This is an optimization exercise on Yosys and OpenROAD, whose aim is small area, a short achievable clock period and few clock cycles per item, not a production implementation. Only simulation tests tie the RTL to the original design; equivalence was not proved. No activity file was given, so power comes from the tool's default toggle rates.

## flow/design.v

```verilog
module timing_fsm (
    input  wire        clk,
    input  wire        rst,
    input  wire        advance,
    input  wire [11:0] spt_i,
    input  wire [4:0]  loop_bars_i,
    output reg  [3:0]  bar,
    output reg  [6:0]  tick,
    output reg         tick_start
);
    localparam [6:0] BAR_LEN = 7'd72;
    reg [11:0] sot;    
    always @(posedge clk) begin
        if (rst) begin
            bar        <= 4'd0;
            tick       <= 7'd0;
            sot        <= 12'd0;
            tick_start <= 1'b1;
        end else if (advance) begin
            if (sot + 12'd1 == spt_i) begin
                sot        <= 12'd0;
                tick_start <= 1'b1;
                if (tick == BAR_LEN - 7'd1) begin
                    tick <= 7'd0;
                    if ({1'b0, bar} + 5'd1 == loop_bars_i)
                        bar <= 4'd0;
                    else
                        bar <= bar + 4'd1;
                end else begin
                    tick <= tick + 7'd1;
                end
            end else begin
                sot        <= sot + 12'd1;
                tick_start <= 1'b0;
            end
        end
    end
endmodule
module ring_ctrl (
    input  wire       clk,
    input  wire       rst,
    input  wire       start_i,
    input  wire       complete_i,
    input  wire       issue,           
    output wire       may_issue,       
    input  wire       frame_done,      
    output reg  [1:0] filling,
    output reg  [4:0] frame_idx,
    output reg        stream_start_o,
    output wire [1:0] stream_slot_o
);
    reg [4:0] i_frame;
    reg [1:0] i_slot;
    reg       i_prefill;
    reg       prefill;
    reg       started;
    reg [1:0] playing;
    assign stream_slot_o = playing;
    assign may_issue = (i_frame != 5'd0) || i_prefill ||
                       (started && (i_slot != playing));
    always @(posedge clk) begin
        if (rst) begin
            i_frame   <= 5'd0;
            i_slot    <= 2'd0;
            i_prefill <= 1'b1;
        end else if (issue) begin
            i_frame <= i_frame + 5'd1;
            if (i_frame == 5'd31) begin
                i_slot <= i_slot + 2'd1;
                if (i_slot == 2'd3)
                    i_prefill <= 1'b0;
            end
        end
    end
    always @(posedge clk) begin
        if (rst) begin
            frame_idx <= 5'd0;
            filling   <= 2'd0;
            prefill   <= 1'b1;
        end else if (frame_done) begin
            frame_idx <= frame_idx + 5'd1;
            if (frame_idx == 5'd31) begin
                filling <= filling + 2'd1;
                if (filling == 2'd3)
                    prefill <= 1'b0;
            end
        end
    end
    always @(posedge clk) begin
        if (rst) begin
            playing        <= 2'd3;
            started        <= 1'b0;
            stream_start_o <= 1'b0;
        end else begin
            stream_start_o <= 1'b0;
            if (!started) begin
                if (start_i && !prefill) begin
                    started        <= 1'b1;
                    playing        <= playing + 2'd1;
                    stream_start_o <= 1'b1;
                end
            end else if (complete_i) begin
                playing        <= playing + 2'd1;
                stream_start_o <= 1'b1;
            end
        end
    end
endmodule
module voice_bank (
    input  wire        clk,
    input  wire        rst,
    input  wire        trig_en,
    input  wire [2:0]  trig_v,
    input  wire [3:0]  trig_lvl,
    input  wire        step_en,
    input  wire [2:0]  step_v,
    input  wire [17:0] smp_i,
    input  wire [95:0] len_i,
    output wire [11:0] pos_rd,
    output wire [3:0]  lvl_rd,
    output wire [2:0]  k_rd,
    output wire [5:0]  act,
    output wire [5:0]  in_i
);
    localparam N_VOICES = 6;
    reg [11:0] pos  [0:N_VOICES-1];
    reg [3:0]  lvl  [0:N_VOICES-1];
    reg [5:0]  act_r;
    reg [5:0]  in_r;
    assign act  = act_r;
    assign in_i = in_r;
    wire [2:0]  rd_v     = trig_en ? trig_v : step_v;
    assign k_rd   = smp_i[3*rd_v +: 3];
    assign pos_rd = pos[rd_v];
    assign lvl_rd = lvl[rd_v];
    wire [11:0] step_len = len_i[12*k_rd +: 12];
    wire [11:0] pos_inc  = pos_rd + 12'd1;
    wire        wrap     = (pos_inc == step_len);
    integer v;
    always @(posedge clk) begin
        if (rst) begin
            for (v = 0; v < N_VOICES; v = v + 1) begin
                pos[v] <= 12'd0;
                lvl[v] <= 4'd0;
            end
            act_r <= 6'd0;
            in_r  <= 6'd0;
        end else if (trig_en) begin
            pos[trig_v]   <= 12'd1;
            lvl[trig_v]   <= trig_lvl;
            act_r[trig_v] <= 1'b1;
            in_r[trig_v]  <= 1'b0;
        end else if (step_en) begin
            if (act_r[step_v]) begin
                pos[step_v]   <= wrap ? 12'd0 : pos_inc;
                act_r[step_v] <= !wrap;
            end else begin
                in_r[step_v]  <= 1'b1;
            end
        end
    end
endmodule
module emphasis_gain_multiplier (
    input  wire        clk,
    input  wire [3:0]  lvl,        
    input  wire [7:0]  volume,     
    input  wire        neg,        
    input  wire        zero,       
    input  wire [15:0] s,          
    input  wire [5:0]  pan,        
    output reg  [24:0] gs,         
    output reg  [29:0] pl          
);
    reg  signed [9:0]  gain2;
    reg  signed [9:0]  gain3;
    reg  signed [15:0] s3;
    reg         [5:0]  pan3;
    reg  signed [24:0] gs4;
    reg         [5:0]  pan4;
    wire [8:0] gain_u = {1'b0, lvl, 3'b000} + {2'b00, lvl, 2'b00} + {1'b0, volume};
    always @(posedge clk) begin
        gain2 <= zero ? 10'sd0 : neg ? -$signed({1'b0, gain_u}) : $signed({1'b0, gain_u});
        gain3 <= gain2;
        s3    <= s;
        pan3  <= pan;
        gs4   <= gain3 * s3;
        pan4  <= pan3;
        gs    <= gs4;
        pl    <= gs4 * $signed({1'b0, pan4});
    end
endmodule
module mixer_acc (
    input  wire        clk,
    input  wire        rst,
    input  wire        vld,        
    input  wire        from_i,     
    input  wire        to_i,       
    input  wire        last,       
    input  wire [24:0] gs,
    input  wire [29:0] pl,
    output reg         we,
    output reg  [31:0] word
);
    reg [30:0] f_l;
    reg [25:0] f_s;
    reg [30:0] i_l;
    reg [25:0] i_s;
    reg        wr;
    wire [30:0] base_l = from_i ? i_l : f_l;
    wire [25:0] base_s = from_i ? i_s : f_s;
    wire [30:0] n_l = base_l + {pl[29], pl};
    wire [25:0] n_s = base_s + {gs[24], gs};
    wire [30:0] r = {f_s, 5'b00000} - f_l;
    always @(posedge clk) begin
        if (rst) begin
            i_l <= 31'd0;
            i_s <= 26'd0;
            wr  <= 1'b0;
            we  <= 1'b0;
        end else begin
            if (vld) begin
                f_l <= n_l;
                f_s <= n_s;
                if (to_i) begin
                    i_l <= n_l;
                    i_s <= n_s;
                end
            end
            wr <= vld && last;
            we <= wr;
        end
        if (wr)
            word <= {f_l[30:15], r[30:15]};
    end
endmodule
module audio_sequencer_timing_fsm (
    input  wire        clk,
    input  wire        rst,             
    input  wire [11:0] spt_i,           
    input  wire [4:0]  loop_bars_i,     
    input  wire [35:0] pan_i,           
    input  wire [47:0] vol_i,           
    input  wire [17:0] smp_i,           
    input  wire [95:0] len_i,           
    input  wire        start_i,
    input  wire        complete_i,
    output wire        stream_start_o,
    output wire [1:0]  stream_slot_o,
    output wire        ring_we_o,
    output wire [1:0]  ring_slot_o,
    output wire [4:0]  ring_frame_o,
    output wire [31:0] ring_wdata_o,
    output reg         song_re_o,
    output wire [3:0]  song_b_o,
    input  wire [2:0]  song_d_i,
    output reg         pat_re_o,
    output reg  [2:0]  pat_p_o,
    output reg  [2:0]  pat_v_o,
    output wire [6:0]  pat_t_o,
    input  wire [7:0]  pat_d_i,
    output reg         samp_re_o,
    output reg  [2:0]  samp_k_o,
    output reg  [11:0] samp_i_o,
    input  wire [15:0] samp_d_i
);
    wire frame_issue;
    wire may_issue;
    ring_ctrl u_ring (
        .clk            (clk),
        .rst            (rst),
        .start_i        (start_i),
        .complete_i     (complete_i),
        .issue          (frame_issue),
        .may_issue      (may_issue),
        .frame_done     (ring_we_o),
        .filling        (ring_slot_o),
        .frame_idx      (ring_frame_o),
        .stream_start_o (stream_start_o),
        .stream_slot_o  (stream_slot_o)
    );
    wire [3:0] bar;
    wire [6:0] tick;
    wire       tick_start;
    timing_fsm u_timing (
        .clk         (clk),
        .rst         (rst),
        .advance     (frame_issue),
        .spt_i       (spt_i),
        .loop_bars_i (loop_bars_i),
        .bar         (bar),
        .tick        (tick),
        .tick_start  (tick_start)
    );
    assign song_b_o = bar;
    assign pat_t_o  = tick;
    localparam [2:0] S_IDLE  = 3'd0,    
                     S_FRAME = 3'd1,    
                     S_SONG  = 3'd2,    
                     S_SDAT  = 3'd3,    
                     S_PAT   = 3'd4,    
                     S_TRIG  = 3'd5,    
                     S_START = 3'd6;    
    reg  [2:0] state;
    reg  [5:0] pend;           
    reg        pr_vld;         
    reg  [2:0] pr_v;
    reg        pd_vld;         
    reg  [2:0] pd_v;
    reg  [7:0] pd;
    wire       pd_hit = (pd[7:4] == 4'h3) && (pd[3:0] != 4'h0) && (pd[3:0] <= 4'h9);
    wire [3:0] pd_lvl = pd[3:0] - 4'd1;
    wire       trig   = pd_vld && pd_hit;
    wire [5:0]  act;
    wire [5:0]  in_i;
    wire [11:0] pos_rd;
    wire [3:0]  lvl_rd;
    wire [2:0]  k_rd;
    wire        starting = (state == S_IDLE && may_issue && !tick_start) ||
                           (state == S_START);
    wire        in_frame = (state == S_FRAME);
    wire        issuing  = starting || in_frame;
    wire [5:0]  mask     = in_frame ? pend : ~in_i;
    wire [5:0]  m_new    = mask & ~act;
    wire [5:0]  m_sel    = (m_new != 6'd0) ? m_new : mask;
    wire [5:0]  one      = m_sel & (~m_sel + 6'd1);
    wire [5:0]  rest     = mask & ~one;
    wire [2:0]  sel_v    = {one[4] | one[5], one[2] | one[3], one[1] | one[3] | one[5]};
    wire        has_item = (mask != 6'd0);
    wire        sel_act  = |(one & act);
    assign frame_issue = starting;
    voice_bank u_voices (
        .clk      (clk),
        .rst      (rst),
        .trig_en  (trig),
        .trig_v   (pd_v),
        .trig_lvl (pd_lvl),
        .step_en  (issuing && has_item),
        .step_v   (sel_v),
        .smp_i    (smp_i),
        .len_i    (len_i),
        .pos_rd   (pos_rd),
        .lvl_rd   (lvl_rd),
        .k_rd     (k_rd),
        .act      (act),
        .in_i     (in_i)
    );
    wire sub = trig && in_i[pd_v];    
    reg        t1_vld, t1_from, t1_to, t1_last, t1_neg, t1_zero;
    reg  [2:0] t1_v;
    reg  [3:0] t1_lvl;
    always @(posedge clk) begin
        if (rst) begin
            state     <= S_IDLE;
            pend      <= 6'd0;
            song_re_o <= 1'b0;
            pat_re_o  <= 1'b0;
            pat_v_o   <= 3'd0;
            pat_p_o   <= 3'd0;
            pr_vld    <= 1'b0;
            pd_vld    <= 1'b0;
            samp_re_o <= 1'b0;
            t1_vld    <= 1'b0;
        end else begin
            song_re_o <= 1'b0;
            pr_vld    <= pat_re_o;
            pr_v      <= pat_v_o;
            pd_vld    <= pr_vld;
            pd_v      <= pr_v;
            pd        <= pat_d_i;
            samp_re_o <= 1'b0;
            t1_vld    <= 1'b0;
            case (state)
                S_IDLE: begin
                    if (may_issue && tick_start) begin
                        song_re_o <= 1'b1;
                        state     <= S_SONG;
                    end
                end
                S_SONG: state <= S_SDAT;
                S_SDAT: begin
                    pat_p_o  <= song_d_i;
                    pat_re_o <= 1'b1;
                    pat_v_o  <= 3'd0;
                    state    <= S_PAT;
                end
                S_PAT: begin
                    if (pat_v_o == 3'd5) begin
                        pat_re_o <= 1'b0;
                        state    <= S_TRIG;
                    end else begin
                        pat_v_o <= pat_v_o + 3'd1;
                    end
                end
                S_TRIG: begin
                    if (pd_vld && pd_v == 3'd5)
                        state <= S_START;
                end
                default: ;
            endcase
            if (issuing) begin
                pend      <= rest;
                state     <= (rest == 6'd0) ? S_IDLE : S_FRAME;
                samp_re_o <= has_item;
                t1_vld    <= 1'b1;
                t1_from   <= starting;
                t1_to     <= has_item && !sel_act;
                t1_last   <= (rest == 6'd0);
                t1_neg    <= 1'b0;
                t1_zero   <= !has_item;
                t1_v      <= sel_v;
                t1_lvl    <= lvl_rd;
            end else if (sub) begin
                samp_re_o <= 1'b1;
                t1_vld    <= 1'b1;
                t1_from   <= 1'b1;
                t1_to     <= 1'b1;
                t1_last   <= 1'b0;
                t1_neg    <= 1'b1;
                t1_zero   <= 1'b0;
                t1_v      <= pd_v;
                t1_lvl    <= lvl_rd;
            end
            samp_k_o <= k_rd;
            samp_i_o <= pos_rd;
        end
    end
    reg        t2_vld, t2_from, t2_to, t2_last;
    reg  [2:0] t2_v;
    reg        t3_vld, t3_from, t3_to, t3_last;
    reg        t4_vld, t4_from, t4_to, t4_last;
    reg        t5_vld, t5_from, t5_to, t5_last;
    always @(posedge clk) begin
        if (rst) begin
            t2_vld <= 1'b0;
            t3_vld <= 1'b0;
            t4_vld <= 1'b0;
            t5_vld <= 1'b0;
        end else begin
            t2_vld <= t1_vld;
            t3_vld <= t2_vld;
            t4_vld <= t3_vld;
            t5_vld <= t4_vld;
        end
        {t2_from, t2_to, t2_last, t2_v} <= {t1_from, t1_to, t1_last, t1_v};
        {t3_from, t3_to, t3_last} <= {t2_from, t2_to, t2_last};
        {t4_from, t4_to, t4_last} <= {t3_from, t3_to, t3_last};
        {t5_from, t5_to, t5_last} <= {t4_from, t4_to, t4_last};
    end
    wire [24:0] gs;
    wire [29:0] pl;
    emphasis_gain_multiplier u_gain (
        .clk    (clk),
        .lvl    (t1_lvl),
        .volume (vol_i[8*t1_v +: 8]),
        .neg    (t1_neg),
        .zero   (t1_zero),
        .s      (samp_d_i),
        .pan    (pan_i[6*t2_v +: 6]),
        .gs     (gs),
        .pl     (pl)
    );
    mixer_acc u_mix (
        .clk    (clk),
        .rst    (rst),
        .vld    (t5_vld),
        .from_i (t5_from),
        .to_i   (t5_to),
        .last   (t5_last),
        .gs     (gs),
        .pl     (pl),
        .we     (ring_we_o),
        .word   (ring_wdata_o)
    );
endmodule
```

## flow/run.sh

```bash
#!/bin/bash
# synth_recipe.tcl (not shown) runs the flow's synth.tcl, then flattens the netlist and writes it again
# the make line also repeats each setting of config.mk as NAME=value (left out here)
make -C /OpenROAD-flow-scripts/flow DESIGN_CONFIG=/design/flow/config.mk WORK_HOME=/design/flow/orfs CLKGATE_MAP_FILE= SYNTH_SCRIPT=/design/flow/synth_recipe.tcl finish
```

## flow/config.mk

```make
export PLATFORM = sky130hd
export DESIGN_NAME = audio_sequencer_timing_fsm
export DESIGN_NICKNAME = audio_sequencer_timing_fsm
export VERILOG_FILES = /design/flow/design.v
export SDC_FILE = /design/flow/constraint.sdc
export NUM_CORES = 4
export LEC_CHECK = 0
export CAP_MARGIN = 20
export CORE_MARGIN = 2
export CORE_UTILIZATION = 40
export PLACE_DENSITY = 0.6
export SLEW_MARGIN = 20
```

## flow/constraint.sdc

```tcl
create_clock -name core_clock -period 14.0 [get_ports {clk}]
set_input_delay 2.8000 -clock core_clock [delete_from_list [all_inputs] [get_ports {clk}]]
set_output_delay 2.8000 -clock core_clock [all_outputs]
set_load 0.01 [all_outputs]
```

==> reports/metrics.cfg <==
[outcome]
status=finished clean

[placement]
place_area_um2=40400
hpwl_um=66100
place_congestion=0.885
placedCellCount=4978
numPortBuffers=323

[synthesis]
syn_avg_cell_area_um2=10.0
ys_async_sr_fraction_pct=0
synthFlopType=dfxtp_1
yosysTopAreaCell=edfxtp_1
yosysMostFrequentCell=nand2_1
yosys-top-cells-area=edfxtp_1 21%, dfxtp_1 16%, fa_1 13%
synth_area_um2=36100
synthTopCellsByCount=448 x nand2_1, 283 x dfxtp_1, 281 x inv_1, 258 x edfxtp_1, 237 x fa_1
synth_nets=4313
yosys_warnings=6
synth_cell_type_count=87
seq_area_frac_synth_pct=37.2
synth_top_area_share_pct=21.5
ys_seq_elements=541
synth_cells=3597
synth-edff-count=258

[global_routing]
grtUsageTotal_pct=19.8
grt_start_max_net_pins=71
overflow=0
first_global_vias=27699
antenna_found_initial=0
grt_pass1_wl_um=148000

[sta]
rsz0062_at_grt=false
min_period_over_period_pct=49.3
slew_violations=0
max_freq_ghz=0.145
whs_ns=0.319
min_period_ns=6.90
setup_tns_ns=0
relSlewSlack_pct=24.3
hold_viol_final=0
setup_viol=0
tightest_slew_ns=1.13
fin_worst_skew_ns=0.0423

[drt]
remaining_drc_errors=0
antenna_left=0
first_iter_violations=1390
wl_per_cell_um=17.6
vias=26519
routed_wl_um=89700
vias_per_cell=5.20
drt-pass1-iter-count=5

[floorplan]
io_pins=324
rows=110
dieArea_um2=92600
die_h_um=304
die_x_um=304
core_um2=89700
initial_core_util_pct=40.2

[pwr]
p_int_mw=5.81
p_switching_mw=4.27
ir_worst_vdd_v=0.000285
power_frac_comb_pct=60.7
p_seq_share_pct=22.4
p_total_mw=10.1
power_density_nw_per_um2=237
clkPwrFrac_pct=17.0
leakage_nw=17.6
p_sw_share_pct=42.4

[layout]
stdcell_count=5100
antennaDiodeCount=0
final_area_um2=42600
ff_latch_area_um2=13400
multi_input_area_um2=21000
drive_gt1_share_pct=6.42
syn_to_final_growth_pct=18.1
nets=4586
nFillCells=8516

[clock_network]
cts-root-buf=clkbuf_16
ctsResizeCount=0
cts_tree=yes
cts_buffer_depth=3
holdBufCountCts=0
htreeDepth=3
clk_pin_slew_ns=0.06
cts_setup_buffers=0
cts_sinks=541
insertion_delay_ns=0.63
cts-buffers-inserted=66

[hold_path]
hp-class=reg -> reg

[setup_path]
crit_family=simple AND/OR/NAND/NOR gates
startpoint_type=flip-flop
crit_slowest_cell=nor2_1
cp.arrival_ns=7.20
path_max_fanout=70
end_kind=flip-flop
crit_chain=nor3b_2 -> inv_2 -> a211oi_2 -> nor4_4 -> a21oi_1 -> a32oi_1 -> buf_4 -> a21o_1 -> buf_4 -> mux2i_1 -> inv_2 -> nor2_1 -> a22oi_1 -> a22o_1 -> a22oi_1 -> nand4_2 -> nor2_4 -> buf_4 -> nor2_1
slowest_delay_ns=0.87
path_class=reg -> reg
path_buf_inv=5
cpMostUsedCell=buf_4
cp.required_ns=14.30

[flow_run]
cap_violations=0

metrics by stage:
stage               utilization [%]  setup WS (ns)
CTS                            47.5           7.19
global route                   47.5           6.51
global placement               45.0           7.14
detailed placement             45.0           7.08
finish                         47.5           7.10
floorplan                         -           7.80
registers in the layout, summed over array words and instances, names as in the netlist, 12 cells and up:
register	count
u_gain.s3	16
u_timing.sot	12
u_voices.lvl	32
u_gain.pl	30
u_mix.word	32
u_gain.gs	25
samp_i_o	12
u_mix.i_l	31
u_gain.gs4	25
u_mix.i_s	26
u_mix.f_l	31
u_mix.f_s	26
u_voices.pos	96
area by class of cell:
cell class / count / share of cell area (%)
clock buffers: 86 / 4.33
inverters: 286 / 2.52
well taps: 1176 / 3.45
clock inverters: 36 / 0.781
repair buffers: 356 / 8.17
multi-input cells: 2619 / 49.2
flip-flops and latches: 541 / 31.5
layout by cell type (no fill, tap or decap), types with 42 or more instances in the layout:
cell type and count:
o21ai_0 104, dfxtp_1 281, clkdlybuf4s50_1 322, nand3_1 81, a21oi_1 190, a21o_1 42, edfxtp_1 258, and2_1 176
inv_1 281, clkbuf_16 71, mux2i_1 144, xor2_1 54, nor3_1 115, xnor2_1 138, nand2_1 447, ha_1 233
nor2_1 219, mux2_2 43, fa_1 237
worst paths after layout:
path	from	endpoint	slack (ns)	cells past startpoint
min	t3_last	t4_last	0.32	0
max reg2reg	state[2]	u_voices.pos[7][11]	7.10	19
min reg2reg	t3_last	t4_last	0.32	0
max	state[2]	u_voices.pos[7][11]	7.10	19
layer usage:
metal	global-route usage (%)	vias to the layer above	wire length, µm
li1	-	12881	-
met1	23.5	12995	37000
met2	36.8	478	47500
met3	2.60	165	2850
met4	6.14	0	2400
met5	0	-	0
worst register-to-register path, stage by stage (launching register included):
cell,delay (ns)
dfxtp_1,0.63
nor3b_2,0.15
inv_2,0.42
a211oi_2,0.22
nor4_4,0.58
a21oi_1,0.17
a32oi_1,0.23
buf_4,0.25
a21o_1,0.29
buf_4,0.37
mux2i_1,0.34
inv_2,0.07
nor2_1,0.87
a22oi_1,0.28
a22o_1,0.30
a22oi_1,0.21
nand4_2,0.28
nor2_4,0.14
buf_4,0.61
nor2_1,0.21
cells by family (layout without fill, tap and decap cells):
family | after synthesis | count (layout) | share of synthesized area (%)
AOI/OAI and AO/OA | 536 | 536 | 9.53
xor gates and xnor gates | 192 | 192 | 4.66
adders and majority gates | 470 | 470 | 21.2
buffers and inverters | 437 | 764 | 4.80
DFF | 541 | 541 | 37.2
muxes | 205 | 205 | 6.38
and+or+nand+nor | 1216 | 1216 | 16.2
power by group through the flow:
stage | registers [mW] | logic [mW] | clock network, mW
5_1_grt | 2.29 | 7.09 | 1.82
3_3_place_gp | 2.29 | 6.13 | 0
4_1_cts | 2.26 | 6.24 | 1.76
6_report | 2.25 | 6.11 | 1.71
3_5_place_dp | 2.29 | 6.20 | 0
2_1_floorplan | 2.14 | 4.95 | 0
Testbench counts, summed over its fixed seeds: cycles 18,896, frames 16,384.

-- afterwards: timing with drivers on the ports --
No port has a modelled driver above. Below, the same layout with a new extraction and two added sets of constraints. Step 1: set_driving_cell puts a clkbuf_16 on clk and a buf_2 on each other input, an assumption about the parent block. Step 2 also shifts input and output timing later by t, the mid clock arrival at the registers, as if the neighbouring blocks saw the same clock. a / b / c = ideal / step 1 / step 2; a / b = the first two.
t (ns): 0.673
setup WS [ns]: 7.101 / 7.101 / 6.983
clock arrival spread, ns: 0.043 / 0.042
After both steps setup and hold are still met in this run. For this run, drivers alone change the setup slack by 0.000 ns; drivers and shift together by -0.118 ns.
